This is an optimization exercise on Yosys and OpenROAD, whose aim is small area and few clock cycles, not a production implementation. In this exercise RTL edits were held to simulation tests only and were not proved equivalent to the original. Power figures rest on the tool's default switching activity, not on a simulated workload. The clock port is modelled as an ideal driver; clocking choices that lean on that would not hold on a real chip.

<file path="flow/flow/run.sh">
#!/bin/bash
# The standard layout (the standard.sh, unchanged synthesis, floorplan,
# power grid and routing) with two changes:
#  - the port buffers use the smallest buffer, sky130_fd_sc_hd__buf_1;
#  - clock tree synthesis inserts no dummy loads.
# make's full output goes to flow_make.log in this folder; the tools' own
# logs stay under orfs/logs/.
set -euo pipefail
bash standard.sh \
  "BUFFER_PORTS_ARGS=-buffer_cell sky130_fd_sc_hd__buf_1" \
  "CTS_ARGS=-sink_clustering_enable -repair_clock_nets -sink_clustering_size 20 -sink_clustering_max_diameter 90 -buf_list sky130_fd_sc_hd__clkbuf_8 -dont_use_dummy_load" \
  finish > flow_make.log 2>&1
</file>
<file path="flow/standard.sh">
#!/bin/bash
# synth_recipe.tcl (not shown) runs the flow's synth.tcl, then flattens the netlist and writes it again
# the make line also repeats each setting of config.mk as NAME=value (left out here)
make -C /OpenROAD-flow-scripts/flow DESIGN_CONFIG=/design/flow/config.mk WORK_HOME=/design/flow/orfs CLKGATE_MAP_FILE= SYNTH_SCRIPT=/design/flow/synth_recipe.tcl "${@:-finish}"
</file>
<file path="flow/config.mk">
export PLATFORM = sky130hd
export DESIGN_NAME = klb_tx
export DESIGN_NICKNAME = klb_tx
export VERILOG_FILES = /design/flow/design.v
export SDC_FILE = /design/flow/constraint.sdc
export NUM_CORES = 4
export LEC_CHECK = 0
export CAP_MARGIN = 20
export CORE_MARGIN = 2
export CORE_UTILIZATION = 65
export CTS_BUF_LIST = sky130_fd_sc_hd__clkbuf_8
export CTS_CLUSTER_DIAMETER = 90
export CTS_CLUSTER_SIZE = 20
export SLEW_MARGIN = 20
</file>
<file path="flow/constraint.sdc">
create_clock -name core_clock -period 8.0 [get_ports {clk}]
set_input_delay 1.6000 -clock core_clock [delete_from_list [all_inputs] [get_ports {clk}]]
set_output_delay 1.6000 -clock core_clock [all_outputs]
set_load 0.01 [all_outputs]
</file>
<file path="flow/design.v">
module klb_tx (
    input  wire        clk,
    input  wire        rst,              
    input  wire        in_valid,
    input  wire [7:0]  in_data,
    output wire        in_ready,
    output wire        out_valid,
    output wire [7:0]  out_data,
    output wire        out_last,         
    input  wire        out_ready,
    output wire [31:0] keyup_delay_us,
    output reg  [7:0]  persistence,
    output reg  [7:0]  slot_time,
    output reg  [7:0]  tx_tail,
    output reg  [15:0] framing_errors,
    output reg  [7:0]  overflow_errors
);
    localparam [7:0] FEND  = 8'hC0;
    localparam [7:0] FESC  = 8'hDB;
    localparam [7:0] TFEND = 8'hDC;
    localparam [7:0] TFESC = 8'hDD;
    localparam [7:0]  KEYUP_DEFAULT_ARG = 8'd5;    
    localparam [7:0]  PERSIST_DEFAULT   = 8'd63;
    localparam [7:0]  SLOTTIME_DEFAULT  = 8'd10;
    localparam [7:0]  TXTAIL_DEFAULT    = 8'd2;
    localparam WB = 2;              
    localparam W  = 1 << WB;             
    localparam NR = 128 / W;             
    localparam PD = 3;             
    reg        in_frame;     
    reg        esc;
    reg        have_cmd;
    reg  [3:0] cmd;
    reg        flag;         
    reg  [7:0] acc;          
    wire [2:0] q = acc[7:5];
    wire [4:0] r = acc[4:0];
    wire       is_data    = (cmd == 4'h0);
    wire       frame_full = (q == 3'd4) && (r == 5'd8);   
    reg  [8*W-1:0] row [0:NR-1];
    reg  [NR-1:0]  rv;           
    reg  [WB-1:0]  wpos;         
    reg  [WB-1:0]  rpos;         
    reg        act;          
    reg  [1:0] os;           
    reg  [2:0] cd;           
    reg  [4:0] lr;           
    reg  [4:0] bc;           
    wire is_fend = (in_data == FEND);
    wire is_fesc = (in_data == FESC);
    wire is_tfx  = (in_data == TFEND) || (in_data == TFESC);
    wire dec_valid = in_frame && !is_fend && (esc ? is_tfx : !is_fesc);
    wire dec_error = in_frame && !is_fend && esc && !is_tfx;
    wire [7:0] dec_byte = esc ? (in_data[0] ? FESC : FEND) : in_data;
    wire pay_state = in_frame && have_cmd && is_data && !flag;
    wire head_ok  = rv[NR-1];
    wire rd       = act && out_ready && (os == 2'd2) && head_ok;
    wire blk_end  = (os == 2'd2) ? (bc == 5'd1) : (os == 2'd1) && (bc == 5'd0);
    wire fin      = act && out_ready && blk_end && (cd == 3'd0) &&
                    ((os != 2'd2) || head_ok);
    wire pay_last = (bc == 5'd1) && ((cd == 3'd0) || ((cd == 3'd1) && (lr == 5'd0)));
    wire pop      = rd && ((rpos == W-1) || pay_last);
    reg  [NR-1:0] go;
    integer k;
    always @(*) begin
        go[NR-1] = !rv[NR-1] || pop;
        for (k = NR-2; k >= 0; k = k - 1)
            go[k] = !rv[k] || go[k+1];
    end
    wire closing  = in_frame && is_fend && have_cmd && is_data && !flag;
    reg  [7:0] pdq [0:PD-1];
    reg  [1:0] pcnt;
    wire       pend  = (pcnt != 2'd0);
    wire       pfull = (pcnt == PD);
    wire stall_full = pay_state && !frame_full && !go[0];
    wire stall_pend = closing && pfull && !fin;
    assign in_ready = !(stall_full || stall_pend);
    wire accept = in_valid && in_ready;
    wire wr     = accept && pay_state && dec_valid && !frame_full;
    wire ovf    = accept && pay_state && dec_valid && frame_full;
    wire commit = accept && closing;
    integer i;
    always @(posedge clk) begin
        if (wr)
            row[0][8*wpos +: 8] <= dec_byte;
        for (i = 1; i < NR; i = i + 1)
            if (go[i])
                row[i] <= row[i-1];
    end
    always @(posedge clk) begin
        if (rst || ovf) begin
            rv   <= {NR{1'b0}};
            wpos <= {WB{1'b0}};
        end else begin
            for (i = 1; i < NR; i = i + 1)
                if (go[i])
                    rv[i] <= rv[i-1];
            if (wr) begin
                wpos <= wpos + 1'b1;
                if (wpos == W-1)
                    rv[0] <= 1'b1;
                else if (go[1])
                    rv[0] <= 1'b0;
            end else if (commit && wpos != 0) begin
                rv[0] <= 1'b1;
                wpos  <= {WB{1'b0}};
            end else if (go[1]) begin
                rv[0] <= 1'b0;
            end
        end
    end
    always @(posedge clk) begin
        if (rst)
            rpos <= {WB{1'b0}};
        else if (pop)
            rpos <= {WB{1'b0}};
        else if (rd)
            rpos <= rpos + 1'b1;
    end
    reg [7:0] keyup_arg;
    always @(posedge clk) begin
        if (rst) begin
            in_frame        <= 1'b0;
            esc             <= 1'b0;
            have_cmd        <= 1'b0;
            cmd             <= 4'd0;
            flag            <= 1'b0;
            acc             <= 8'd0;
            keyup_arg       <= KEYUP_DEFAULT_ARG;
            persistence     <= PERSIST_DEFAULT;
            slot_time       <= SLOTTIME_DEFAULT;
            tx_tail         <= TXTAIL_DEFAULT;
            framing_errors  <= 16'd0;
            overflow_errors <= 8'd0;
        end else if (accept) begin
            if (!in_frame) begin
                if (is_fend) begin
                    in_frame <= 1'b1;
                    esc      <= 1'b0;
                    have_cmd <= 1'b0;
                    flag     <= 1'b0;
                    acc      <= 8'd0;
                end else begin
                    framing_errors <= framing_errors + 16'd1;
                end
            end else if (is_fend) begin
                in_frame <= 1'b0;
                if (esc)
                    framing_errors <= framing_errors + 16'd1;
                if (have_cmd) begin
                    case (cmd)
                    4'h0: if (flag) overflow_errors <= overflow_errors + 8'd1;
                    4'h1: if (flag) keyup_arg   <= acc;
                    4'h2: if (flag) persistence <= acc;
                    4'h3: if (flag) slot_time   <= acc;
                    4'h4: if (flag) tx_tail     <= acc;
                    4'hF: begin
                        keyup_arg   <= KEYUP_DEFAULT_ARG;
                        persistence <= PERSIST_DEFAULT;
                        slot_time   <= SLOTTIME_DEFAULT;
                        tx_tail     <= TXTAIL_DEFAULT;
                    end
                    default: ;
                    endcase
                end
            end else begin
                if (dec_error)
                    framing_errors <= framing_errors + 16'd1;
                esc <= !esc && is_fesc;
                if (dec_valid) begin
                    if (!have_cmd) begin
                        have_cmd <= 1'b1;
                        cmd      <= dec_byte[3:0];
                    end else if (!is_data) begin
                        if (!flag) begin
                            flag <= 1'b1;
                            acc  <= dec_byte;
                        end
                    end else if (!flag) begin
                        if (frame_full)
                            flag <= 1'b1;
                        else if (r == 5'd29)
                            acc <= {q + 3'd1, 5'd0};
                        else
                            acc <= {q, r + 5'd1};
                    end
                end
            end
        end
    end
    wire [10:0] karg7   = {keyup_arg, 3'd0} - {3'd0, keyup_arg};
    wire [17:0] karg625 = {1'b0, keyup_arg, 9'd0} + {3'd0, karg7, 4'd0} + {10'd0, keyup_arg};
    assign keyup_delay_us = {10'd0, karg625, 4'd0};
    wire [4:0] blen = (cd != 3'd0) ? 5'd30 : lr;
    wire take = !act || fin;             
    wire pop_d  = take && pend;
    wire push_d = commit && !(take && !pend);
    integer j;
    always @(posedge clk) begin
        if (rst) begin
            act  <= 1'b0;
            os   <= 2'd0;
            cd   <= 3'd0;
            lr   <= 5'd0;
            bc   <= 5'd0;
            pcnt <= 2'd0;
        end else begin
            if (act && out_ready) begin
                case (os)
                2'd0: begin
                    os <= 2'd1;
                    bc <= blen;
                end
                2'd1: begin
                    if (bc != 5'd0) os <= 2'd2;
                end
                default: begin
                    if (head_ok) begin
                        bc <= bc - 5'd1;
                        if (bc == 5'd1) begin
                            os <= 2'd0;
                            cd <= cd - 3'd1;
                        end
                    end
                end
                endcase
            end
            if (take) begin
                if (pend) begin
                    act <= 1'b1;
                    os  <= 2'd0;
                    {cd, lr} <= pdq[0];
                end else if (commit) begin
                    act <= 1'b1;
                    os  <= 2'd0;
                    {cd, lr} <= acc;
                end else begin
                    act <= 1'b0;
                end
            end
            if (push_d && !pop_d) pcnt <= pcnt + 2'd1;
            else if (pop_d && !push_d) pcnt <= pcnt - 2'd1;
        end
    end
    always @(posedge clk) begin
        for (j = 0; j < PD; j = j + 1) begin
            if (pop_d) begin
                if (push_d && j == pcnt - 1) pdq[j] <= acc;
                else if (j < PD - 1) pdq[j] <= pdq[j+1];
            end else if (push_d && j == pcnt)
                pdq[j] <= acc;
        end
    end
    reg [7:0] out_byte;
    always @(*) begin
        case (os)
        2'd0:    out_byte = {3'd0, blen} + 8'd1;
        2'd1:    out_byte = {5'd0, cd};
        default: out_byte = row[NR-1][8*rpos +: 8];
        endcase
    end
    assign out_valid = act && ((os != 2'd2) || head_ok);
    assign out_data  = out_byte;
    assign out_last  = blk_end;
endmodule
</file>
==> results.json, run 1 <==
{
  "dp_hpwl_mm": 36.2,
  "comb_power_share_pct": 0.5,
  "syn_area_mm2": 0.0398,
  "power.switching_mw": 1.60,
  "rsz0062_at_grt": "false",
  "worstPathMaxFanout": 5,
  "grt_max_degree": 107,
  "synth_top_family_by_area": "simple AND/OR/NAND/NOR gates",
  "core_area_mm2": 0.0605,
  "syn_to_final_growth_pct": 5.43,
  "ios": 103,
  "synth-simple-area-share_pct": 5.12,
  "fin_hold_ws_ns": 0.399,
  "power.density_mw_per_mm2": 213,
  "cts_tree": "done",
  "drt-total-wl_mm": 54.2,
  "antenna_found_initial": 0,
  "ir_worst_vdd_uv": 181,
  "drc": 0,
  "synth_edf_count": 1048,
  "tightest_slew_ns": 1.08,
  "cpLargestDelayFamily": "compound AO/OA/AOI/OAI gates",
  "yosysTopAreaCell": "edfxtp_1",
  "final_common_cell": "edfxtp_1",
  "cp.depth": 15,
  "nNetsFinal": 2277,
  "start_util_pct": 65.8,
  "grt_pass1_vias": 16500,
  "yosysWarningCount": 3,
  "min_period_over_period_pct": 73.3,
  "critPathCaptureType": "output pin",
  "synth.distinct_cells": 79,
  "reg2reg_depth": 8,
  "synth.area.top_cells": "edfxtp_1, dfxtp_1, ha_1",
  "overflow": 0,
  "core.rowCount": 90,
  "gp_congestion": 0.835,
  "io_buffers": 88,
  "synth_cells": 2094,
  "die_h_um": 251,
  "setup_viol": 0,
  "fmax_mhz": 171,
  "htreeDepth": 3,
  "status": "no timing/DRC/antenna violations",
  "avgSynthCellArea_um2": 19.0,
  "critical_path_class": "register to output pin",
  "clkPwrFrac_pct": 26.1,
  "stdcell_area_mm2": 0.0420,
  "critPathSlowestCell": "a2111oi_0",
  "placed_cell_area_mm2": 0.0410,
  "grt_usage_pct": 17.2,
  "drt_iter0_markers": 995,
  "path_cells": "inv_1 -> ha_1 -> and3b_1 -> o21a_1 -> o21a_1 -> nor2_1 -> o21bai_1 -> a2111oi_0 -> xnor2_1 -> ha_1 -> inv_1 -> a2111oi_0 -> o21ai_0 -> xnor2_1 -> buf_1",
  "dieArea_mm2": 0.0632,
  "routedWlPerCell_um": 18.1,
  "die_x_um": 251,
  "synthArstFlopShare_pct": 0,
  "cts_root_buf": "clkbuf_8",
  "min_period_ns": 5.86,
  "worstPathArrival_ns": 4.26,
  "post_cts_resized": 0,
  "fin_skew_ns": 0.0403,
  "grt_pass1_wl_mm": 85.0,
  "fillers": 3753,
  "ys_seq_area_share_pct": 85.4,
  "utilization_pct": 69.4,
  "synth_fa_ha_area_share_pct": 1.28,
  "cp-start-kind": "register",
  "max_slew_margin_pct": 27.9,
  "cts_sinks": 1174,
  "path_clk_slew_ns": 0.11,
  "hold_viol": 0,
  "p_leak_nw": 14.7,
  "vias": 16900,
  "switching_share_pct": 17.8,
  "clock_path_buffers": 3,
  "cpPeakStageDelay_ns": 0.52,
  "drv_slew": 0,
  "diodes": 0,
  "cts_hold_buf": 0,
  "hold_depth": 0,
  "clk-insertion-delay-late_ns": 0.66,
  "antenna_left": 0,
  "dr.pass1.iters": 5,
  "worst-path-buf-inv": 3,
  "power.internal_mw": 7.35,
  "required_ns": 6.40,
  "drive_gt1_share_pct": 7.06,
  "synth-compound-area-share_pct": 3.38,
  "synth_ff_type": "edfxtp_1",
  "mostFrequentLayoutCells": "edfxtp_1, dfxtp_1, nor2_1",
  "finalSetupTns_ns": 0,
  "maxCapViolCount": 0,
  "post-cts-setup-buffers": 0,
  "power.share.sequential_pct": 73.4,
  "synth_top_area_share_pct": 79.0,
  "cts_made_buffers": 68,
  "via_per_inst": 5.62,
  "hold_path_class": "register to register",
  "synth_xor_area_share_pct": 0.814,
  "synth_mux_area_share_pct": 2.23,
  "synth-seq-cells": 1174
}
path summary, 6_finish.rpt:
kind / end / startpoint / slack (ns)
max: keyup_delay_us[20] / keyup_arg[3] / 2.14
min: row[15][19] / row[14][19] / 0.40
max reg2reg: rv[0] / os[1] / 3.92
min reg2reg: row[15][19] / row[14][19] / 0.40
sequential cells by signal (all words and copies together), names as in the netlist, 5 cells and up:
register and flops:
pdq 24, rv 32, lr 5, framing_errors 16, tx_tail 8, overflow_errors 8, keyup_arg 8, acc 8
slot_time 8, bc 5, persistence 8, row 1024
cell families after synthesis:
| kind of cell | Yosys count |
|---|---|
| adder cells (fa/ha/maj) | 40 |
| multiplexers | 76 |
| XOR/XNOR | 37 |
| AND/OR/NAND/NOR | 407 |
| flip-flops | 1174 |
| buffers and inverters | 164 |
| AO/OA/AOI/OAI | 195 |
| other | 1 |
power by group through the flow:
stage	registers, mW	clock network [mW]	logic, mW
global placement	6.71	0	0.0432
CTS	6.57	2.47	0.0446
finish	6.57	2.33	0.0452
floorplan	6.71	0	0.0347
detailed placement	6.71	0	0.0446
global route	6.57	2.64	0.0497
metrics by stage:
stage | std cells | setup WS, ns | total power, mW
4_1_cts | 3005 | 2.06 | 9.08
5_1_grt | 3005 | 1.62 | 9.26
6_report | 3005 | 2.14 | 8.95
3_5_place_dp | 2937 | 2.33 | 6.75
3_3_place_gp | 2937 | 2.42 | 6.75
2_1_floorplan | 2107 | 1.51 | 6.74
worst reg2reg max path, delay by kind of cell (launching register included):
kind | cells | cell delay, ns
AO/OA/AOI/OAI | 3 | 0.84
buffers and inverters | 2 | 1.17
flip-flops | 1 | 1.05
multiplexers | 1 | 0.40
AND/OR/NAND/NOR | 2 | 0.54
synth_stat cells, types with 3 or more instances:
| cell type | count |
|---|---|
| o211ai_1 | 5 |
| nor2b_1 | 13 |
| o41ai_1 | 4 |
| a311oi_1 | 8 |
| a211oi_1 | 9 |
| o22ai_1 | 28 |
| nor3_1 | 30 |
| and2_1 | 8 |
| nand2_1 | 83 |
| buf_4 | 20 |
| nor4_1 | 15 |
| nor2_1 | 121 |
| a21oi_1 | 45 |
| nand3_1 | 40 |
| nor2_2 | 3 |
| o21ai_0 | 31 |
| buf_2 | 7 |
| clkbuf_1 | 35 |
| o2bb2ai_1 | 4 |
| o31ai_1 | 5 |
| nand3b_1 | 7 |
| ha_1 | 39 |
| o21bai_1 | 4 |
| nand4_1 | 12 |
| or4_1 | 4 |
| nand2b_1 | 31 |
| a31o_2 | 4 |
| mux2_2 | 22 |
| xor2_1 | 8 |
| inv_1 | 93 |
| a21o_1 | 6 |
| a22oi_1 | 4 |
| and3_1 | 11 |
| mux2i_1 | 46 |
| edfxtp_1 | 1048 |
| buf_1 | 4 |
| or3_1 | 9 |
| dfxtp_1 | 126 |
| mux4_2 | 8 |
| a31oi_1 | 5 |
| xnor2_1 | 29 |
| o21a_1 | 9 |
layer usage:
layer / vias to the layer above / GRT usage [%] / routed length, um
li1: 8090 / - / -
met1: 8324 / 22.3 / 22900
met2: 369 / 29.6 / 27100
met3: 92 / 3.18 / 2520
met4: 0 / 5.87 / 1660
met5: - / 0 / 0
final cells by class:
cell class	count	area, um2	area share, %
multi-input cells	769	5170	12.3
well taps	782	978	2.33
repair buffers	116	542	1.29
clock buffers	68	936	2.23
inverters	96	360	0.858
flip-flops and latches	1174	34000	81.0
Testbench counts, summed over its fixed seeds: cycles 21,136.
==> run 2: changes to the inputs <==
--- a/flow/flow/run.sh
+++ b/flow/flow/run.sh
@@ -8,5 +8,5 @@
 set -euo pipefail
 bash standard.sh \
   "BUFFER_PORTS_ARGS=-buffer_cell sky130_fd_sc_hd__buf_1" \
-  "CTS_ARGS=-sink_clustering_enable -repair_clock_nets -sink_clustering_size 20 -sink_clustering_max_diameter 90 -buf_list sky130_fd_sc_hd__clkbuf_8 -dont_use_dummy_load" \
+  "CTS_ARGS=-sink_clustering_enable -repair_clock_nets -sink_clustering_size 30 -sink_clustering_max_diameter 100 -buf_list sky130_fd_sc_hd__clkbuf_16 -dont_use_dummy_load" \
   finish > flow_make.log 2>&1
--- a/flow/config.mk
+++ b/flow/config.mk
@@ -8,7 +8,7 @@
 export CAP_MARGIN = 20
 export CORE_MARGIN = 2
 export CORE_UTILIZATION = 65
-export CTS_BUF_LIST = sky130_fd_sc_hd__clkbuf_8
-export CTS_CLUSTER_DIAMETER = 90
-export CTS_CLUSTER_SIZE = 20
+export CTS_BUF_LIST = sky130_fd_sc_hd__clkbuf_16
+export CTS_CLUSTER_DIAMETER = 100
+export CTS_CLUSTER_SIZE = 30
 export SLEW_MARGIN = 20
==> run 2 against run 1 <==
Clock power grew 11%; via count shrank 0.76%; non-clock buffer count is the same; sequential power is essentially flat; global-route usage shrank 0.20 points; register-to-register slack gained 0.06 ns; critical path depth is the same; flip-flop and latch count is the same; cell area grew 0.45%; maximum frequency grew 1.5%; utilization grew 0.31 points.
==> results.json, run 2 <==
{
  "place_ws_ns": 2.33,
  "met1Wirelength_mm": 23.3,
  "vias": 16700,
  "clock_path_buffers": 3,
  "cp-start-kind": "register",
  "maxCapViolCount": 0,
  "cts_made_buffers": 45,
  "die_x_um": 251,
  "min_period_over_period_pct": 72.2,
  "reg2reg_depth": 9,
  "cts_root_buf": "clkbuf_16",
  "drive_gt1_share_pct": 6.09,
  "critPathSlowestCell": "a2111oi_0",
  "syn_area_mm2": 0.0398,
  "synth_fa_ha_area_share_pct": 1.28,
  "cts_tree": "done",
  "rsz0062_at_grt": "false",
  "stdcell_area_mm2": 0.0422,
  "synth-seq-cells": 1174,
  "ir_worst_vdd_uv": 190,
  "core_area_mm2": 0.0605,
  "path_clk_slew_ns": 0.10,
  "critical_path_class": "register to output pin",
  "cp.depth": 15,
  "worstPathArrival_ns": 4.18,
  "core.rowCount": 90,
  "post_cts_resized": 0,
  "fmax_mhz": 173,
  "drv_slew": 0,
  "finalSetupTns_ns": 0,
  "diodes": 0,
  "synth.distinct_cells": 79,
  "die_h_um": 251,
  "synth_top_family_by_area": "simple AND/OR/NAND/NOR gates",
  "largest_registers": "row: 1024 flops, rv: 32 flops, pdq: 24 flops",
  "yosysWarningCount": 3,
  "dr.pass1.iters": 5,
  "final_common_cell": "edfxtp_1",
  "hold_viol": 0,
  "dieArea_mm2": 0.0632,
  "antenna_found_initial": 0,
  "largest_reg_flops": 1024,
  "nNetsFinal": 2254,
  "worst-path-buf-inv": 3,
  "grt_max_degree": 107,
  "grt_pass1_wl_mm": 84.6,
  "synth_edf_count": 1048,
  "start_util_pct": 65.8,
  "min_period_ns": 5.78,
  "grt_pass1_vias": 16300,
  "max_slew_margin_pct": 28.8,
  "hold_path_class": "register to register",
  "grt_usage_pct": 17.0,
  "yosysTopAreaCell": "edfxtp_1",
  "syn_to_final_growth_pct": 5.91,
  "routedWlPerCell_um": 18.1,
  "largest_register": "row",
  "yosysMostFrequentCell": "edfxtp_1",
  "placed_cell_area_mm2": 0.0410,
  "layout_setup_ws_ns": 2.22,
  "required_ns": 6.40,
  "routed.top_layer": "met4",
  "cts_hold_buf": 0,
  "hold_depth": 0,
  "setup_viol": 0,
  "cpPeakStageDelay_ns": 0.52,
  "cpLargestDelayFamily": "compound AO/OA/AOI/OAI gates",
  "synth_xor_area_share_pct": 0.814,
  "avgSynthCellArea_um2": 19.0,
  "p_leak_nw": 14.7,
  "io_buffers": 88,
  "power.density_mw_per_mm2": 218,
  "critPathCaptureType": "output pin",
  "dp_hpwl_mm": 36.2,
  "overflow": 0,
  "synth_top_area_share_pct": 79.0,
  "htreeDepth": 2,
  "fin_skew_ns": 0.0418,
  "synth_mux_area_share_pct": 2.23,
  "synthArstFlopShare_pct": 0,
  "path_cells": "inv_1 -> ha_1 -> and3b_1 -> o21a_1 -> o21a_1 -> nor2_1 -> o21bai_1 -> a2111oi_0 -> xnor2_1 -> ha_1 -> inv_1 -> a2111oi_0 -> o21ai_0 -> xnor2_1 -> buf_1",
  "synth-simple-area-share_pct": 5.12,
  "route.met3.wl_mm": 2.11,
  "power_mw": 9.20,
  "wl_met2_mm": 27.0,
  "yosys-top-cells-count": "edfxtp_1, dfxtp_1, nor2_1",
  "synth_cells": 2094,
  "tightest_slew_ns": 1.07,
  "mostFrequentLayoutCells": "edfxtp_1, dfxtp_1, nor2_1",
  "synth_ff_type": "edfxtp_1",
  "drc": 0,
  "clk-insertion-delay-late_ns": 0.61,
  "ios": 103,
  "drt_iter0_markers": 972,
  "via_per_inst": 5.62,
  "ys_seq_area_share_pct": 85.4,
  "synth-compound-area-share_pct": 3.38,
  "gp_congestion": 0.835,
  "synth.area.top_cells": "edfxtp_1, dfxtp_1, ha_1",
  "fin_hold_ws_ns": 0.403,
  "worstPathMaxFanout": 5,
  "post-cts-setup-buffers": 0,
  "antenna_left": 0,
  "status": "no timing/DRC/antenna violations",
  "cts_sinks": 1174,
  "drt-total-wl_mm": 54.0
}
-- run 2: cell types whose count changed in the layout (fill, tap and decap cells not counted), sizes merged --
| cell | change |
|---|---|
| clkbuf | -23 |
-- run 2: path summary, 6_finish.rpt --
path / end / slack [ns] / from
worst max-delay path: keyup_delay_us[20] / 2.22 / keyup_arg[3]
worst min-delay path: row[24][28] / 0.40 / row[23][28]
worst max register to register: rv[0] / 3.98 / rpos[0]
worst min register to register: row[24][28] / 0.40 / row[23][28]
-- run 2: logic make-up after synthesis --
group | after synthesis
AOI/OAI and AO/OA | 195
xor gates and xnor gates | 37
adders and majority gates | 40
buffers and inverters | 164
DFF | 1174
muxes | 76
other | 1
and+or+nand+nor | 407
-- run 2: per-layer routing --
metal  up-vias  track usage [%]
li1       8061                -
met1      8326             22.4
met2       279             29.5
met3        80             2.42
met4         0             5.66
met5         -                0
-- run 2: through the flow --
step / util, % / instances
6_report: 69.7 / 2982
5_1_grt: 69.7 / 2982
4_1_cts: 69.7 / 2982
3_5_place_dp: 67.9 / 2937
3_3_place_gp: 67.9 / 2937
2_1_floorplan: - / 2107
-- run 2: layout make-up --
type,count,area (um2)
Sequential cell,1174,34000
Fill cell,3748,18300
Multi-Input combinational cell,769,5170
Clock buffer,45,1130
Tap cell,782,978
Timing Repair Buffer,116,542
Inverter,96,360
-- run 2: report_power, final --
| group | total [mW] | switching (mW) | leakage [nW] | internal, mW |
|---|---|---|---|---|
| registers | 6.57 | 0.00174 | 12.0 | 6.57 |
| clock network | 2.58 | 1.57 | 0.555 | 1.02 |
| logic | 0.0454 | 0.0340 | 2.16 | 0.0114 |
| total | 9.20 | 1.60 | 14.7 | 7.59 |
==> run 3: changes to the inputs <==
--- a/flow/design.v
+++ b/flow/design.v
@@ -51,7 +51,8 @@
     wire is_tfx  = (in_data == TFEND) || (in_data == TFESC);
     wire dec_valid = in_frame && !is_fend && (esc ? is_tfx : !is_fesc);
     wire dec_error = in_frame && !is_fend && esc && !is_tfx;
-    wire [7:0] dec_byte = esc ? (in_data[0] ? FESC : FEND) : in_data;
+    wire [7:0] dec_byte = esc ? {in_data[7:5], {2{in_data[0]}}, 1'b0, {2{in_data[0]}}}
+                              : in_data;
     wire pay_state = in_frame && have_cmd && is_data && !flag;
     wire head_ok  = rv[NR-1];
     wire rd       = act && out_ready && (os == 2'd2) && head_ok;
@@ -81,8 +82,9 @@
     wire commit = accept && closing;
     integer i;
     always @(posedge clk) begin
-        if (wr)
-            row[0][8*wpos +: 8] <= dec_byte;
+        for (i = 0; i < W; i = i + 1)
+            if (wr && wpos == i)
+                row[0][8*i +: 8] <= dec_byte;
         for (i = 1; i < NR; i = i + 1)
             if (go[i])
                 row[i] <= row[i-1];
@@ -130,8 +132,6 @@
             persistence     <= PERSIST_DEFAULT;
             slot_time       <= SLOTTIME_DEFAULT;
             tx_tail         <= TXTAIL_DEFAULT;
-            framing_errors  <= 16'd0;
-            overflow_errors <= 8'd0;
         end else if (accept) begin
             if (!in_frame) begin
                 if (is_fend) begin
@@ -140,16 +140,11 @@
                     have_cmd <= 1'b0;
                     flag     <= 1'b0;
                     acc      <= 8'd0;
-                end else begin
-                    framing_errors <= framing_errors + 16'd1;
                 end
             end else if (is_fend) begin
                 in_frame <= 1'b0;
-                if (esc)
-                    framing_errors <= framing_errors + 16'd1;
                 if (have_cmd) begin
                     case (cmd)
-                    4'h0: if (flag) overflow_errors <= overflow_errors + 8'd1;
                     4'h1: if (flag) keyup_arg   <= acc;
                     4'h2: if (flag) persistence <= acc;
                     4'h3: if (flag) slot_time   <= acc;
@@ -164,8 +159,6 @@
                     endcase
                 end
             end else begin
-                if (dec_error)
-                    framing_errors <= framing_errors + 16'd1;
                 esc <= !esc && is_fesc;
                 if (dec_valid) begin
                     if (!have_cmd) begin
@@ -188,6 +181,22 @@
             end
         end
     end
+    wire ferr = accept && (in_frame ? (esc && (is_fend || !is_tfx)) : !is_fend);
+    wire oerr = accept && in_frame && is_fend && have_cmd && is_data && flag;
+    reg [15:0] fc;               
+    reg [7:0]  oc;
+    always @(*) begin
+        fc[0] = ferr;
+        for (i = 1; i < 16; i = i + 1)
+            fc[i] = fc[i-1] && framing_errors[i-1];
+        oc[0] = oerr;
+        for (i = 1; i < 8; i = i + 1)
+            oc[i] = oc[i-1] && overflow_errors[i-1];
+    end
+    always @(posedge clk) begin
+        framing_errors  <= {16{!rst}} & (framing_errors ^ fc);
+        overflow_errors <= {8{!rst}} & (overflow_errors ^ oc);
+    end
     wire [10:0] karg7   = {keyup_arg, 3'd0} - {3'd0, keyup_arg};
     wire [17:0] karg625 = {1'b0, keyup_arg, 9'd0} + {3'd0, karg7, 4'd0} + {10'd0, keyup_arg};
     assign keyup_delay_us = {10'd0, karg625, 4'd0};
--- a/flow/flow/run.sh
+++ b/flow/flow/run.sh
@@ -8,5 +8,5 @@
 set -euo pipefail
 bash standard.sh \
   "BUFFER_PORTS_ARGS=-buffer_cell sky130_fd_sc_hd__buf_1" \
-  "CTS_ARGS=-sink_clustering_enable -repair_clock_nets -sink_clustering_size 30 -sink_clustering_max_diameter 100 -buf_list sky130_fd_sc_hd__clkbuf_16 -dont_use_dummy_load" \
+  "CTS_ARGS=-sink_clustering_enable -repair_clock_nets -sink_clustering_size 16 -sink_clustering_max_diameter 80 -buf_list sky130_fd_sc_hd__clkbuf_8 -dont_use_dummy_load" \
   finish > flow_make.log 2>&1
==> flow/config.mk (replaced) <==
export PLATFORM = sky130hd
export DESIGN_NAME = klb_tx
export DESIGN_NICKNAME = klb_tx
export VERILOG_FILES = /design/flow/design.v
export SDC_FILE = /design/flow/constraint.sdc
export NUM_CORES = 4
export LEC_CHECK = 0
export CAP_MARGIN = 20
export CORE_MARGIN = 2
export CORE_UTILIZATION = 80
export CTS_BUF_LIST = sky130_fd_sc_hd__clkbuf_8
export CTS_CLUSTER_DIAMETER = 80
export CTS_CLUSTER_SIZE = 16
export PLACE_DENSITY = 0.85
export SLEW_MARGIN = 20
==> run 3 against run 2 <==
Sequential power about the same; hold slack lost 0.030 ns; clock power fell by 2%; non-clock buffer count down 2; worst setup slack lost 0.64 ns; wire length increased by 34%; utilization grew 15 points; critical path depth rose by 10; largest cell class unchanged; largest power group unchanged; highest routed layer is now met5.
==> results.json, run 3 <==
{
  "path_clk_slew_ns": 0.09,
  "finalSetupTns_ns": 0,
  "die_h_um": 225,
  "regArea_mm2": 0.0340,
  "cp-start-kind": "input pin",
  "ys_seq_area_share_pct": 86.9,
  "fillers": 1913,
  "min_period_ns": 6.42,
  "post_cts_resized": 0,
  "routedWlPerCell_um": 26.5,
  "drt-total-wl_mm": 72.5,
  "critPathSlowestCell": "or4_1",
  "nNetsFinal": 2190,
  "dp_hpwl_mm": 51.4,
  "drv_slew": 0,
  "vias": 17700,
  "via_per_inst": 6.47,
  "cts_root_buf": "clkbuf_8",
  "power.density_mw_per_mm2": 221,
  "synth.area.top_cells": "edfxtp_1, dfxtp_1, ha_1",
  "required_ns": 8.51,
  "fin_skew_ns": 0.0649,
  "hold_path_class": "register to register",
  "cts_made_buffers": 83,
  "utilization_pct": 84.9,
  "final_common_cell": "edfxtp_1",
  "multi_input_area_mm2": 0.00465,
  "final_cells": 2741,
  "cts_tree": "done",
  "overflow": 0,
  "placed_cell_area_mm2": 0.0402,
  "synthArstFlopShare_pct": 0,
  "power.switching_mw": 1.64,
  "critPathCaptureType": "register",
  "grt_usage_pct": 29.5,
  "min_period_over_period_pct": 80.2,
  "mostFrequentLayoutCells": "edfxtp_1, dfxtp_1, nor2_1",
  "drt_iter0_markers": 2026,
  "antenna_found_initial": 3,
  "io_buffers": 88,
  "clkPwrFrac_pct": 27.8,
  "syn_area_mm2": 0.0391,
  "synth_edf_count": 1048,
  "power.internal_mw": 7.51,
  "critical_path_class": "input pin to register",
  "antenna_left": 0,
  "tightest_slew_ns": 1.05,
  "core.rowCount": 81,
  "synth-seq-cells": 1174,
  "cpPeakStageDelay_ns": 0.58,
  "placed_cells": 2656,
  "largest_reg_flops": 1024,
  "p_leak_nw": 14.6,
  "crit_path_frequent_cell": "ha_1",
  "gp_congestion": 0.864,
  "dr.pass1.iters": 7,
  "drc": 0,
  "grt_pass1_wl_mm": 107,
  "cpLargestDelayFamily": "adder cells",
  "max_slew_margin_pct": 29.2,
  "worstPathArrival_ns": 6.93,
  "largest_registers": "row: 1024 flops, rv: 32 flops, pdq: 24 flops",
  "grt_max_degree": 81,
  "drive_gt1_share_pct": 7.75,
  "yosysTopAreaCell": "edfxtp_1",
  "core_area_mm2": 0.0486,
  "power.share.sequential_pct": 71.8,
  "post-cts-setup-buffers": 0,
  "synth_ff_type": "edfxtp_1",
  "ir_worst_vdd_uv": 177,
  "ios": 103,
  "fmax_mhz": 156,
  "cts_hold_buf": 0,
  "setup_viol": 0,
  "htreeDepth": 3,
  "largest_register": "row",
  "status": "no timing/DRC/antenna violations",
  "yosysMostFrequentCell": "edfxtp_1",
  "comb_power_share_pct": 0.4,
  "synth_top_area_share_pct": 80.4,
  "yosysWarningCount": 3,
  "clk-insertion-delay-late_ns": 0.71,
  "clock_path_buffers": 3,
  "yosys-top-cells-count": "edfxtp_1, dfxtp_1, nor2_1",
  "dieArea_mm2": 0.0507,
  "synth.distinct_cells": 78,
  "avgSynthCellArea_um2": 19.9,
  "hold_viol": 0,
  "worstPathMaxFanout": 9,
  "worst-path-buf-inv": 2,
  "stdcell_area_mm2": 0.0413,
  "syn_to_final_growth_pct": 5.58,
  "die_x_um": 225,
  "maxCapViolCount": 0,
  "switching_share_pct": 17.9,
  "rsz0062_at_grt": "false",
  "grt_pass1_vias": 17800,
  "cts_sinks": 1174,
  "start_util_pct": 80.4,
  "synth_cells": 1970
}
## run 3: cell types whose count changed after synthesis, sizes merged, moves of 12 or more
cell    previous run  this run
nand2b            31        12
ha                39        58
inv               94        54
o21ai             33        50
nor2b             13        27
mux2i             46         8
a21oi             45        65
nand3             40        28
nor2             125        93
o22ai             28         1
nand3b             7        25
## run 3: logic make-up (layout without fill, tap and decap cells)
kind of cell / Yosys count / after routing / synth area share [%]
AOI/OAI and AO/OA: 190 / 190 / 3.10
xor gates and xnor gates: 27 / 27 / 0.604
adders and majority gates: 59 / 59 / 1.91
buffers and inverters: 119 / 253 / 1.38
DFF: 1174 / 1174 / 86.9
muxes: 32 / 32 / 1.13
other: 1 / 16 / 0.00959
and+or+nand+nor: 368 / 368 / 4.98
## run 3: area by class of cell
type	instances	area share (%)
clock buffers	83	2.77
flip-flops and latches	1174	82.3
repair buffers	114	1.28
inverters	56	0.521
well taps	622	1.88
diodes	2	0.0121
multi-input cells	690	11.2
## run 3: metrics by stage
step,worst slack [ns],hold slack [ns],total power [mW]
floorplan,1.65,0.400,6.74
global placement,1.05,0.400,6.74
detailed placement,0.978,0.405,6.74
CTS,1.66,0.389,9.20
global route,1.31,0.399,9.43
finish,1.58,0.372,9.14
## run 3: power groups by stage
stage / Sequential (mW) / Clock [mW] / Combinational (mW)
global route: 6.57 / 2.82 / 0.0399
detailed placement: 6.71 / 0 / 0.0363
finish: 6.57 / 2.54 / 0.0378
global placement: 6.71 / 0 / 0.0351
CTS: 6.57 / 2.59 / 0.0363
floorplan: 6.71 / 0 / 0.0269
## run 3: final timing paths
| kind | from | end | slack, ns | cells after the start |
|---|---|---|---|---|
| worst max-delay path | in_data[0] | framing_errors[14] | 1.58 | 25 |
| worst min-delay path | row[11][17] | row[12][17] | 0.37 | 0 |
| worst max register to register | cd[1] | framing_errors[14] | 1.92 | 26 |
| worst min register to register | row[11][17] | row[12][17] | 0.37 | 0 |
## run 3: per-layer routing
metal	share of wire [%]	GRT usage (%)	vias up	wire length, um
met3	7.3	5.42	281	5300
met1	33	33.4	8729	24000
met4	6.8	17.9	4	4910
met2	53	52.4	1003	38300
met5	0.037	0	-	27
li1	-	-	7726	-
## run 3: worst register-to-register path, cell delays in order, from the launching register on
cell,delay (ns)
dfxtp_1,0.40
inv_1,0.11
ha_1,0.24
nor2b_1,0.20
a211oi_2,0.41
nor2_4,0.11
nor2b_4,0.23
clkinv_4,0.35
o41a_1,0.62
nand2_1,0.18
a211oi_1,0.08
ha_1,0.23
ha_1,0.19
ha_1,0.19
ha_1,0.19
ha_1,0.19
ha_1,0.18
ha_1,0.18
ha_1,0.18
ha_1,0.18
ha_1,0.19
ha_1,0.18
ha_1,0.18
ha_1,0.18
ha_1,0.17
ha_1,0.26
nor2b_1,0.13
Testbench counts of run 3, summed over its fixed seeds: cycles 21,136.
==> run 4: changes to the inputs <==
--- a/flow/config.mk
+++ b/flow/config.mk
@@ -7,9 +7,8 @@
 export LEC_CHECK = 0
 export CAP_MARGIN = 20
 export CORE_MARGIN = 2
-export CORE_UTILIZATION = 80
+export CORE_UTILIZATION = 65
 export CTS_BUF_LIST = sky130_fd_sc_hd__clkbuf_8
 export CTS_CLUSTER_DIAMETER = 80
 export CTS_CLUSTER_SIZE = 16
-export PLACE_DENSITY = 0.85
 export SLEW_MARGIN = 20
==> run 4 against run 3 <==
Worst setup slack better by 0.15 ns; count of clock-buffer cells in the layout stayed put; sequential share of layout area is 0.43 points lower; sequential power hardly changed; first-iteration DRC count is 45% lower; cell area is 0.52% higher; global-route usage is 12 points lower; hold slack better by 0.0020 ns; flip-flop and latch count stayed put; largest power group unchanged; highest routed layer is now met4.
==> results.json, run 4 <==
{
  "dr.pass1.iters": 5,
  "hold_start": "row[18][26]",
  "post_cts_resized": 0,
  "synth_cells": 1970,
  "drive_gt1_share_pct": 7.74,
  "synth_xor_area_share_pct": 0.604,
  "cts_hold_buf": 0,
  "routedWlPerCell_um": 18.8,
  "largest_reg_flops": 1024,
  "critPathCaptureType": "register",
  "synth-simple-area-share_pct": 4.98,
  "path_clk_slew_ns": 0.10,
  "synth_edf_count": 1048,
  "grt_pass1_wl_mm": 85.7,
  "yosysTopAreaCell": "edfxtp_1",
  "fmax_mhz": 160,
  "synth-compound-area-share_pct": 3.10,
  "grt_max_degree": 70,
  "cts_root_buf": "clkbuf_8",
  "via_per_inst": 5.56,
  "fillers": 3609,
  "cts_tree": "done",
  "synth_top_family_by_area": "simple AND/OR/NAND/NOR gates",
  "worstPathMaxFanout": 9,
  "synth_fa_ha_area_share_pct": 1.91,
  "grt_pass1_vias": 15900,
  "die_h_um": 249,
  "synthArstFlopShare_pct": 0,
  "fin_skew_ns": 0.0628,
  "worst-path-buf-inv": 2,
  "grt_util_met1_pct": 22.8,
  "antenna_left": 0,
  "synth-seq-cells": 1174,
  "core.rowCount": 89,
  "clk-insertion-delay-late_ns": 0.69,
  "syn_area_mm2": 0.0391,
  "required_ns": 8.54,
  "drt-total-wl_mm": 54.4,
  "use_met2_pct": 31.2,
  "dieArea_mm2": 0.0622,
  "tightest_slew_ns": 1.08,
  "critical_path_class": "input pin to register",
  "top_usage_layer": "met2",
  "status": "no timing/DRC/antenna violations",
  "overflow": 0,
  "use_met3_pct": 3.51,
  "reg2reg_slack_ns": 2.12,
  "cpPeakStageDelay_ns": 0.55,
  "synth.distinct_cells": 78,
  "reg2reg_depth": 27,
  "max_slew_margin_pct": 27.2,
  "drt_iter0_markers": 1118,
  "io_buffers": 88,
  "mostFrequentLayoutCells": "edfxtp_1, dfxtp_1, nor2_1",
  "whs_endpoint": "row[19][26]",
  "final_common_cell": "edfxtp_1",
  "setup_viol": 0,
  "ios": 103,
  "maxCapViolCount": 0,
  "post-cts-setup-buffers": 0,
  "p_leak_nw": 14.7,
  "cp-start-kind": "input pin",
  "finalSetupTns_ns": 0,
  "clock_path_buffers": 3,
  "synth_ff_type": "edfxtp_1",
  "vias": 16100,
  "power.density_mw_per_mm2": 220,
  "die_x_um": 249,
  "drc": 0,
  "cts_sinks": 1174,
  "stdcell_area_mm2": 0.0415,
  "rsz0062_at_grt": "false",
  "htreeDepth": 3,
  "worstPathArrival_ns": 6.81,
  "r2r-start": "cd[0]",
  "placed_cell_area_mm2": 0.0404,
  "rr_endpoint": "framing_errors[15]",
  "gp_congestion": 0.810,
  "antenna_found_initial": 1,
  "hold_path_class": "register to register",
  "ir_worst_vdd_uv": 179,
  "critPathSlowestCell": "or4_1",
  "min_period_over_period_pct": 78.3,
  "hold_depth": 0,
  "yosys-top-cells-count": "edfxtp_1, dfxtp_1, nor2_1",
  "min_period_ns": 6.26,
  "crit_path_frequent_cell": "ha_1",
  "ys_seq_area_share_pct": 86.9,
  "core_area_mm2": 0.0592,
  "hold_viol": 0,
  "yosysWarningCount": 3,
  "cts_made_buffers": 83,
  "drv_slew": 0,
  "avgSynthCellArea_um2": 19.9,
  "start_util_pct": 66.0,
  "nNetsFinal": 2193,
  "synth.area.top_cells": "edfxtp_1, dfxtp_1, ha_1",
  "largest_registers": "row: 1024 flops, rv: 32 flops, pdq: 24 flops",
  "largest_register": "row",
  "yosysMostFrequentCell": "edfxtp_1",
  "synth_top_area_share_pct": 80.4,
  "cpLargestDelayFamily": "adder cells",
  "dp_hpwl_mm": 36.6,
  "synth_mux_area_share_pct": 1.13,
  "grt_usage_pct": 17.8,
  "syn_to_final_growth_pct": 6.13
}
[run 4: report_power, final]
part	total [mW]	internal [mW]	switching [mW]
sequential	6.57	6.57	0.000756
combinational	0.0357	0.00863	0.0270
clock	2.54	0.932	1.60
total	9.14	7.51	1.63
[run 4: per-stage QoR]
| step | instances | worst slack [ns] | util, % | hold slack (ns) | total power [mW] |
|---|---|---|---|---|---|
| floorplan | 1983 | 1.65 | - | 0.400 | 6.74 |
| global placement | 2809 | 1.07 | 68.1 | 0.400 | 6.74 |
| detailed placement | 2810 | 1.08 | 68.1 | 0.405 | 6.74 |
| CTS | 2893 | 1.83 | 70.1 | 0.370 | 9.27 |
| global route | 2894 | 1.47 | 70.1 | 0.384 | 9.48 |
| finish | 2894 | 1.74 | 70.1 | 0.374 | 9.14 |
[run 4: worst max path at each step]
stage / slack (ns) / cells past startpoint / start / end
finish: 1.74 / 26 / in_data[0] / framing_errors[15]
global route: 1.47 / 26 / in_data[0] / framing_errors[15]
CTS: 1.83 / 26 / in_data[0] / framing_errors[15]
detailed placement: 1.08 / 26 / in_data[0] / framing_errors[15]
global placement: 1.07 / 26 / in_data[0] / framing_errors[15]
floorplan: 1.65 / 25 / in_data[0] / framing_errors[14]
[run 4: cell families (layout without fill, tap and decap cells)]
group           after synthesis  after routing
flops                      1174           1174
simple gates                368            368
compound gates              190            190
buf+inv                     119            256
fa+ha+maj                    59             59
mux                          32             32
xor+xnor                     27             27
other cells                   1             15
[run 4: metal layers]
| layer | vias to the layer above | share of wire, % |
|---|---|---|
| li1 | 7727 | - |
| met1 | 8010 | 42 |
| met2 | 254 | 52 |
| met3 | 98 | 4.0 |
| met4 | 0 | 2.4 |
| met5 | - | 0 |
[run 4: area by class of cell]
class                      instances  area, um2  share of cell area, %
timing repair buffer             117        557                   1.34
clock buffer                      83       1140                   2.75
inverter                          56        215                  0.518
antenna                            1       2.50                0.00603
tap                              773        967                   2.33
sequential                      1174      34000                   81.9
multi-input combinational        690       4650                   11.2
==> run 5: changes to the inputs <==
--- a/flow/design.v
+++ b/flow/design.v
@@ -33,10 +33,10 @@
     reg  [3:0] cmd;
     reg        flag;         
     reg  [7:0] acc;          
-    wire [2:0] q = acc[7:5];
-    wire [4:0] r = acc[4:0];
+    wire [2:0] q  = acc[7:5];
+    wire [4:0] r1 = acc[4:0];    
     wire       is_data    = (cmd == 4'h0);
-    wire       frame_full = (q == 3'd4) && (r == 5'd8);   
+    wire       frame_full = (q == 3'd4) && (r1 == 5'd9);   
     reg  [8*W-1:0] row [0:NR-1];
     reg  [NR-1:0]  rv;           
     reg  [WB-1:0]  wpos;         
@@ -44,7 +44,7 @@
     reg        act;          
     reg  [1:0] os;           
     reg  [2:0] cd;           
-    reg  [4:0] lr;           
+    reg  [4:0] lr1;          
     reg  [4:0] bc;           
     wire is_fend = (in_data == FEND);
     wire is_fesc = (in_data == FESC);
@@ -56,10 +56,10 @@
     wire pay_state = in_frame && have_cmd && is_data && !flag;
     wire head_ok  = rv[NR-1];
     wire rd       = act && out_ready && (os == 2'd2) && head_ok;
-    wire blk_end  = (os == 2'd2) ? (bc == 5'd1) : (os == 2'd1) && (bc == 5'd0);
+    wire blk_end  = (os == 2'd2) ? (bc == 5'd2) : (os == 2'd1) && (bc == 5'd1);
     wire fin      = act && out_ready && blk_end && (cd == 3'd0) &&
                     ((os != 2'd2) || head_ok);
-    wire pay_last = (bc == 5'd1) && ((cd == 3'd0) || ((cd == 3'd1) && (lr == 5'd0)));
+    wire pay_last = (bc == 5'd2) && ((cd == 3'd0) || ((cd == 3'd1) && (lr1 == 5'd1)));
     wire pop      = rd && ((rpos == W-1) || pay_last);
     reg  [NR-1:0] go;
     integer k;
@@ -139,7 +139,7 @@
                     esc      <= 1'b0;
                     have_cmd <= 1'b0;
                     flag     <= 1'b0;
-                    acc      <= 8'd0;
+                    acc      <= 8'd1;
                 end
             end else if (is_fend) begin
                 in_frame <= 1'b0;
@@ -172,10 +172,10 @@
                     end else if (!flag) begin
                         if (frame_full)
                             flag <= 1'b1;
-                        else if (r == 5'd29)
-                            acc <= {q + 3'd1, 5'd0};
+                        else if (r1 == 5'd30)
+                            acc <= {q + 3'd1, 5'd1};
                         else
-                            acc <= {q, r + 5'd1};
+                            acc <= {q, r1 + 5'd1};
                     end
                 end
             end
@@ -200,7 +200,7 @@
     wire [10:0] karg7   = {keyup_arg, 3'd0} - {3'd0, keyup_arg};
     wire [17:0] karg625 = {1'b0, keyup_arg, 9'd0} + {3'd0, karg7, 4'd0} + {10'd0, keyup_arg};
     assign keyup_delay_us = {10'd0, karg625, 4'd0};
-    wire [4:0] blen = (cd != 3'd0) ? 5'd30 : lr;
+    wire [4:0] len1 = (cd != 3'd0) ? 5'd31 : lr1;
     wire take = !act || fin;             
     wire pop_d  = take && pend;
     wire push_d = commit && !(take && !pend);
@@ -210,7 +210,7 @@
             act  <= 1'b0;
             os   <= 2'd0;
             cd   <= 3'd0;
-            lr   <= 5'd0;
+            lr1  <= 5'd0;
             bc   <= 5'd0;
             pcnt <= 2'd0;
         end else begin
@@ -218,15 +218,15 @@
                 case (os)
                 2'd0: begin
                     os <= 2'd1;
-                    bc <= blen;
+                    bc <= len1;
                 end
                 2'd1: begin
-                    if (bc != 5'd0) os <= 2'd2;
+                    if (bc != 5'd1) os <= 2'd2;
                 end
                 default: begin
                     if (head_ok) begin
                         bc <= bc - 5'd1;
-                        if (bc == 5'd1) begin
+                        if (bc == 5'd2) begin
                             os <= 2'd0;
                             cd <= cd - 3'd1;
                         end
@@ -238,11 +238,11 @@
                 if (pend) begin
                     act <= 1'b1;
                     os  <= 2'd0;
-                    {cd, lr} <= pdq[0];
+                    {cd, lr1} <= pdq[0];
                 end else if (commit) begin
                     act <= 1'b1;
                     os  <= 2'd0;
-                    {cd, lr} <= acc;
+                    {cd, lr1} <= acc;
                 end else begin
                     act <= 1'b0;
                 end
@@ -263,7 +263,7 @@
     reg [7:0] out_byte;
     always @(*) begin
         case (os)
-        2'd0:    out_byte = {3'd0, blen} + 8'd1;
+        2'd0:    out_byte = {3'd0, len1};
         2'd1:    out_byte = {5'd0, cd};
         default: out_byte = row[NR-1][8*rpos +: 8];
         endcase
==> run 5 against run 4 <==
Non-clock buffer count grew 9; critical path type unchanged; register-to-register slack improved by 0.62 ns; largest cell class unchanged; flip-flop and latch count unchanged; area after synthesis is 0.18% lower; synthesized cell count shrank 0.91%; largest power group unchanged; final cell count fell by 0.21%.
==> results.json, run 5 <==
{
  "status": "no timing/DRC/antenna violations",
  "ios": 103,
  "grt_usage_pct": 17.5,
  "grt_pass1_vias": 16100,
  "critPathCaptureType": "register",
  "cpPeakStageDelay_ns": 0.54,
  "yosysTopAreaCell": "edfxtp_1",
  "overflow": 0,
  "core_area_mm2": 0.0592,
  "required_ns": 8.53,
  "regArea_mm2": 0.0340,
  "comb_power_share_pct": 0.4,
  "mostFrequentLayoutCells": "edfxtp_1, dfxtp_1, nor2_1",
  "synth-seq-cells": 1174,
  "fmax_mhz": 154,
  "worstPathArrival_ns": 7.01,
  "ir_worst_vdd_uv": 175,
  "synthArstFlopShare_pct": 0,
  "max_slew_margin_pct": 30.0,
  "fillers": 3688,
  "die_x_um": 249,
  "drc": 0,
  "min_period_over_period_pct": 80.9,
  "synth_top_area_share_pct": 80.6,
  "min_period_ns": 6.47,
  "synth.area.top_cells": "edfxtp_1, dfxtp_1, ha_1",
  "drive_gt1_share_pct": 7.99,
  "cts_made_buffers": 83,
  "clk-insertion-delay-late_ns": 0.68,
  "syn_to_final_growth_pct": 6.36,
  "io_buffers": 88,
  "setup_viol": 0,
  "cts_tree": "done",
  "worstPathMaxFanout": 9,
  "ys_seq_area_share_pct": 87.0,
  "drt_iter0_markers": 1019,
  "syn_area_mm2": 0.0391,
  "final_common_cell": "edfxtp_1",
  "post-cts-setup-buffers": 0,
  "largest_reg_flops": 1024,
  "synth.distinct_cells": 76,
  "largest_register": "row",
  "via_per_inst": 5.54,
  "power.internal_mw": 7.51,
  "path_clk_slew_ns": 0.10,
  "drt-total-wl_mm": 53.8,
  "cts_root_buf": "clkbuf_8",
  "post_cts_resized": 0,
  "nNetsFinal": 2187,
  "largest_registers": "row: 1024 flops, rv: 32 flops, pdq: 24 flops",
  "die_h_um": 249,
  "rsz0062_at_grt": "false",
  "dr.pass1.iters": 5,
  "critical_path_class": "input pin to register",
  "power.switching_mw": 1.64,
  "cp-start-kind": "input pin",
  "routedWlPerCell_um": 18.6,
  "utilization_pct": 70.1,
  "hold_path_class": "register to register",
  "start_util_pct": 65.9,
  "grt_max_degree": 70,
  "synth_cells": 1952,
  "drv_slew": 0,
  "crit_path_frequent_cell": "ha_1",
  "final_cells": 2888,
  "dp_hpwl_mm": 35.1,
  "finalSetupTns_ns": 0,
  "grt_pass1_wl_mm": 84.7,
  "htreeDepth": 3,
  "worst-path-buf-inv": 2,
  "clkPwrFrac_pct": 27.8,
  "p_leak_nw": 14.7,
  "gp_congestion": 0.778,
  "power.share.sequential_pct": 71.8,
  "tightest_slew_ns": 1.04,
  "dieArea_mm2": 0.0621,
  "cpLargestDelayFamily": "adder cells",
  "switching_share_pct": 17.9,
  "synth_edf_count": 1048,
  "yosys-top-cells-count": "edfxtp_1, dfxtp_1, nor2_1",
  "layout_setup_ws_ns": 1.53,
  "vias": 16000,
  "critPathSlowestCell": "or3_1",
  "fin_hold_ws_ns": 0.395,
  "antenna_left": 0,
  "yosysWarningCount": 3,
  "multi_input_area_mm2": 0.00459,
  "hold_viol": 0,
  "clock_path_buffers": 3,
  "placed_cells": 2805,
  "cts_hold_buf": 0,
  "cts_sinks": 1174,
  "yosysMostFrequentCell": "edfxtp_1",
  "synth_ff_type": "edfxtp_1",
  "antenna_found_initial": 1,
  "avgSynthCellArea_um2": 20.0,
  "maxCapViolCount": 0,
  "core.rowCount": 89,
  "fin_skew_ns": 0.0531,
  "place_ws_ns": 0.871,
  "diodes": 0,
  "power.density_mw_per_mm2": 220
}
==> run 5: changes by cell type after synthesis, moves of 5 or more <==
cell,delta
a21oi_1,-15
a311oi_1,-5
and2_1,+5
mux2i_1,+38
nand2_1,+10
nand3_1,+6
nand3b_1,-22
nand4_1,-5
nor2_1,+6
nor3_1,-17
o21ai_1,-12
o21bai_1,-6
==> run 5: final timing paths <==
| check | from | endpoint | slack [ns] | cells after the start |
|---|---|---|---|---|
| setup / recovery | in_data[5] | framing_errors[14] | 1.53 | 26 |
| hold / removal | row[29][18] | row[30][18] | 0.39 | 0 |
| setup reg to reg | os[1] | framing_errors[14] | 2.74 | 22 |
| hold reg to reg | row[29][18] | row[30][18] | 0.39 | 0 |
==> run 5: area by class of cell <==
class | count | share of cell area, %
Timing Repair Buffer | 126 | 1.50
Tap cell | 773 | 2.33
Sequential cell | 1174 | 81.8
Clock buffer | 83 | 2.75
Inverter | 58 | 0.524
Multi-Input combinational cell | 674 | 11.1
==> run 5: logic make-up (layout without fill, tap and decap cells) <==
group | after synthesis | in the layout | synth area share, %
AND/OR/NAND/NOR | 354 | 354 | 4.58
AO/OA/AOI/OAI | 156 | 156 | 2.59
multiplexers | 67 | 67 | 2.02
adder cells (fa/ha/maj) | 58 | 58 | 1.88
XOR/XNOR | 25 | 25 | 0.561
buffers and inverters | 117 | 267 | 1.33
flip-flops | 1174 | 1174 | 87.0
other | 1 | 14 | 0.00960
==> run 5: metrics by stage <==
stage | power (mW) | instance area (um2)
finish | 9.15 | 41500
global route | 9.48 | 41500
CTS | 9.27 | 41500
detailed placement | 6.74 | 40400
floorplan | 6.73 | 39100
global placement | 6.74 | 40400
==> run 5: metal layers <==
metal / GRT usage, % / routed length (um) / vias to the layer above
met1: 23.9 / 23600 / 7992
met5: 0 / 0 / -
met2: 29.7 / 26800 / 293
met3: 3.18 / 2320 / 82
met4: 4.63 / 1060 / 0
li1: - / - / 7645
==> run 5: power by group through the flow <==
| stage | clock network (mW) | registers (mW) | logic, mW |
|---|---|---|---|
| after floorplan | 0 | 6.71 | 0.0254 |
| after global routing | 2.87 | 6.57 | 0.0399 |
| after global placement | 0 | 6.71 | 0.0351 |
| final | 2.54 | 6.57 | 0.0360 |
| after CTS | 2.67 | 6.57 | 0.0362 |
| after detailed placement | 0 | 6.71 | 0.0363 |
Testbench counts of run 5, summed over its fixed seeds: cycles 21,136.
==> run 6: changes to the inputs <==
--- a/flow/design.v
+++ b/flow/design.v
@@ -23,10 +23,10 @@
     localparam [7:0]  PERSIST_DEFAULT   = 8'd63;
     localparam [7:0]  SLOTTIME_DEFAULT  = 8'd10;
     localparam [7:0]  TXTAIL_DEFAULT    = 8'd2;
-    localparam WB = 2;              
+    localparam WB = 2;                   
     localparam W  = 1 << WB;             
     localparam NR = 128 / W;             
-    localparam PD = 3;             
+    localparam PD = 3;                   
     reg        in_frame;     
     reg        esc;
     reg        have_cmd;
@@ -50,7 +50,6 @@
     wire is_fesc = (in_data == FESC);
     wire is_tfx  = (in_data == TFEND) || (in_data == TFESC);
     wire dec_valid = in_frame && !is_fend && (esc ? is_tfx : !is_fesc);
-    wire dec_error = in_frame && !is_fend && esc && !is_tfx;
     wire [7:0] dec_byte = esc ? {in_data[7:5], {2{in_data[0]}}, 1'b0, {2{in_data[0]}}}
                               : in_data;
     wire pay_state = in_frame && have_cmd && is_data && !flag;
@@ -185,13 +184,14 @@
     wire oerr = accept && in_frame && is_fend && have_cmd && is_data && flag;
     reg [15:0] fc;               
     reg [7:0]  oc;
+    integer n;
     always @(*) begin
         fc[0] = ferr;
-        for (i = 1; i < 16; i = i + 1)
-            fc[i] = fc[i-1] && framing_errors[i-1];
+        for (n = 1; n < 16; n = n + 1)
+            fc[n] = fc[n-1] && framing_errors[n-1];
         oc[0] = oerr;
-        for (i = 1; i < 8; i = i + 1)
-            oc[i] = oc[i-1] && overflow_errors[i-1];
+        for (n = 1; n < 8; n = n + 1)
+            oc[n] = oc[n-1] && overflow_errors[n-1];
     end
     always @(posedge clk) begin
         framing_errors  <= {16{!rst}} & (framing_errors ^ fc);
==> run 6 against run 5 <==
Global-route usage fell by 0.69 points; critical path depth is the same; sequential share of layout area down 0.12 points; clock skew fell by 0.0038 ns; first-iteration DRC count is 8.3% lower; final cell count about the same; cell area grew 0.15%; clock power about the same; worst setup slack better by 0.097 ns.
==> results.json, run 6 <==
{
  "required_ns": 8.54,
  "hold_depth": 0,
  "final_common_cell": "edfxtp_1",
  "die_h_um": 249,
  "start_util_pct": 66.1,
  "ios": 103,
  "io_buffers": 88,
  "min_period_ns": 6.38,
  "overflow": 0,
  "critPathCaptureType": "register",
  "synth_ff_type": "edfxtp_1",
  "routedWlPerCell_um": 18.2,
  "core.rowCount": 89,
  "vias": 15900,
  "min_period_over_period_pct": 79.7,
  "power.switching_mw": 1.63,
  "grt_max_degree": 73,
  "tightest_slew_ns": 1.05,
  "path_clk_slew_ns": 0.09,
  "drc": 0,
  "maxCapViolCount": 0,
  "hold_path_class": "register to register",
  "reg2reg_slack_ns": 2.80,
  "max_slew_margin_pct": 29.3,
  "post-cts-setup-buffers": 0,
  "synth_cells": 1958,
  "yosysMostFrequentCell": "edfxtp_1",
  "synth.area.top_cells": "edfxtp_1, dfxtp_1, ha_1",
  "synthArstFlopShare_pct": 0,
  "synth_edf_count": 1048,
  "antenna_left": 0,
  "layout_setup_ws_ns": 1.62,
  "comb_power_share_pct": 0.4,
  "gp_congestion": 0.839,
  "ys_seq_area_share_pct": 86.8,
  "p_leak_nw": 15.0,
  "place_ws_ns": 0.874,
  "dieArea_mm2": 0.0622,
  "ir_worst_vdd_uv": 188,
  "yosysWarningCount": 3,
  "dp_hpwl_mm": 35.2,
  "mostFrequentLayoutCells": "edfxtp_1, dfxtp_1, nor2_1",
  "rsz0062_at_grt": "false",
  "avgSynthCellArea_um2": 20.0,
  "drv_slew": 0,
  "largest_registers": "row: 1024 flops, rv: 32 flops, pdq: 24 flops",
  "yosysTopAreaCell": "edfxtp_1",
  "cts_tree": "done",
  "power.share.sequential_pct": 71.9,
  "via_per_inst": 5.49,
  "cts_made_buffers": 83,
  "dr.pass1.iters": 5,
  "grt_pass1_vias": 15500,
  "synth-seq-cells": 1174,
  "critical_path_class": "input pin to register",
  "drive_gt1_share_pct": 7.61,
  "clock_path_buffers": 3,
  "worstPathMaxFanout": 7,
  "cts_root_buf": "clkbuf_8",
  "reg2reg_depth": 22,
  "setup_viol": 0,
  "hold_viol": 0,
  "drt_iter0_markers": 934,
  "post_cts_resized": 0,
  "cts_sinks": 1174,
  "yosys-top-cells-count": "edfxtp_1, dfxtp_1, nor2_1",
  "core_area_mm2": 0.0592,
  "grt_pass1_wl_mm": 81.7,
  "cp-start-kind": "input pin",
  "synth.distinct_cells": 68,
  "switching_share_pct": 17.8,
  "synth_top_area_share_pct": 80.3,
  "cts_hold_buf": 0,
  "largest_register": "row",
  "grt_usage_pct": 16.8,
  "syn_area_mm2": 0.0392,
  "die_x_um": 249,
  "fin_skew_ns": 0.0492,
  "clk-insertion-delay-late_ns": 0.68,
  "status": "no timing/DRC/antenna violations",
  "power.density_mw_per_mm2": 220,
  "nNetsFinal": 2188,
  "antenna_found_initial": 1,
  "drt-total-wl_mm": 52.5,
  "clkPwrFrac_pct": 27.7,
  "syn_to_final_growth_pct": 6.20,
  "worstPathArrival_ns": 6.92,
  "fmax_mhz": 157,
  "htreeDepth": 3,
  "power.internal_mw": 7.51,
  "largest_reg_flops": 1024,
  "finalSetupTns_ns": 0
}
run 6: cells by family (layout without fill, tap and decap cells):
group	Yosys count	in the layout	share of synthesized area [%]
DFF	1174	1174	86.8
and+or+nand+nor	364	364	4.76
AOI/OAI and AO/OA	159	159	2.65
buffers and inverters	116	261	1.34
muxes	62	62	2.05
adders and majority gates	58	58	1.87
xor gates and xnor gates	24	24	0.537
other	1	15	0.00957
run 6: worst max-delay path, cell delays in order:
cell      delay [ns]
buf_1           0.13
nand3b_1        0.37
or3_1           0.57
inv_1           0.20
ha_1            0.22
nand3_2         0.13
a2111o_1        0.47
o211ai_1        0.13
nor2_1          0.11
ha_1            0.21
ha_1            0.19
ha_1            0.18
ha_1            0.17
ha_1            0.18
ha_1            0.18
ha_1            0.18
ha_1            0.18
ha_1            0.18
ha_1            0.17
ha_1            0.18
ha_1            0.18
ha_1            0.18
ha_1            0.18
ha_1            0.19
xnor2_1         0.17
nor2_1          0.07
run 6: per-layer routing:
layer	up-vias	global-route usage (%)	share of wire, %
met5	-	0	0
met4	0	5.40	2.7
met3	83	3.23	3.8
met2	259	28.8	51
met1	7863	22.1	43
li1	7652	-	-
run 6: worst paths after layout:
path / startpoint / end
worst max-delay path: in_data[5] / framing_errors[15]
worst min-delay path: row[24][16] / row[25][16]
worst max register to register: os[1] / framing_errors[15]
worst min register to register: row[24][16] / row[25][16]
run 6: layout make-up:
type	instances	area (um2)
Sequential cell	1174	34000
Fill cell	3663	17600
Multi-Input combinational cell	681	4700
Clock buffer	83	1140
Tap cell	773	967
Timing Repair Buffer	121	579
Inverter	57	214
Antenna cell	1	2.50
run 6: stage by stage:
step                cell area, um2  std cells  hold WS (ns)  total power [mW]  utilization (%)
floorplan                    39200       1971         0.400              6.73                -
global placement             40500       2806         0.400              6.74             68.3
detailed placement           40500       2806         0.405              6.74             68.3
CTS                          41600       2889         0.380              9.26             70.2
global route                 41600       2890         0.381              9.48             70.2
finish                       41600       2890         0.385              9.14             70.2
run 6: power by group through the flow:
| stage | Clock, mW | Combinational [mW] | Sequential (mW) |
|---|---|---|---|
| floorplan | 0 | 0.0253 | 6.71 |
| global placement | 0 | 0.0329 | 6.71 |
| detailed placement | 0 | 0.0340 | 6.71 |
| CTS | 2.66 | 0.0340 | 6.57 |
| global route | 2.87 | 0.0375 | 6.57 |
| finish | 2.54 | 0.0341 | 6.57 |
Testbench counts of run 6, summed over its fixed seeds: cycles 21,136.

-- re-timing with driven ports --
In the flow no input, the clock included, has a driving cell. The finished layouts below were timed again as built, in two steps. Step 1 (the two cells are an assumption about what drives the block):
set clk [get_ports {clk}]
set_driving_cell -lib_cell sky130_fd_sc_hd__clkbuf_16 $clk
set_driving_cell -lib_cell sky130_fd_sc_hd__buf_2 [delete_from_list [all_inputs] $clk]
Step 2, shift: input delay + t, output delay - t, t = (earliest + latest rising clock arrival at the registers) / 2. This alone moves slack from input paths to output paths. Three values: no drivers, after step 1, after step 2; two values: the first two.
run | t, ns | slack for setup (ns) | hold slack, ns | worst slew at a driven data input, ns
run 1 | 0.700 | 2.136 / 2.079 / 2.282 | 0.399 / 0.399 / 0.399 | 0.05
run 2 | 0.645 | 2.223 / 2.166 / 2.321 | 0.403 / 0.403 / 0.403 | 0.05
run 3 | 0.738 | 1.584 / 1.628 / 0.890 | 0.372 / 0.372 / 0.372 | 0.07
run 4 | 0.717 | 1.735 / 1.776 / 1.059 | 0.374 / 0.374 / 0.374 | 0.06
run 5 | 0.701 | 1.527 / 1.561 / 0.860 | 0.395 / 0.395 / 0.395 | 0.07
run 6 | 0.708 | 1.624 / 1.659 / 0.951 | 0.385 / 0.385 / 0.385 | 0.07
After both steps setup and hold are still met in every run listed. For run 3, which loses most, drivers alone change the setup slack by +0.044 ns; drivers and shift together by -0.694 ns.
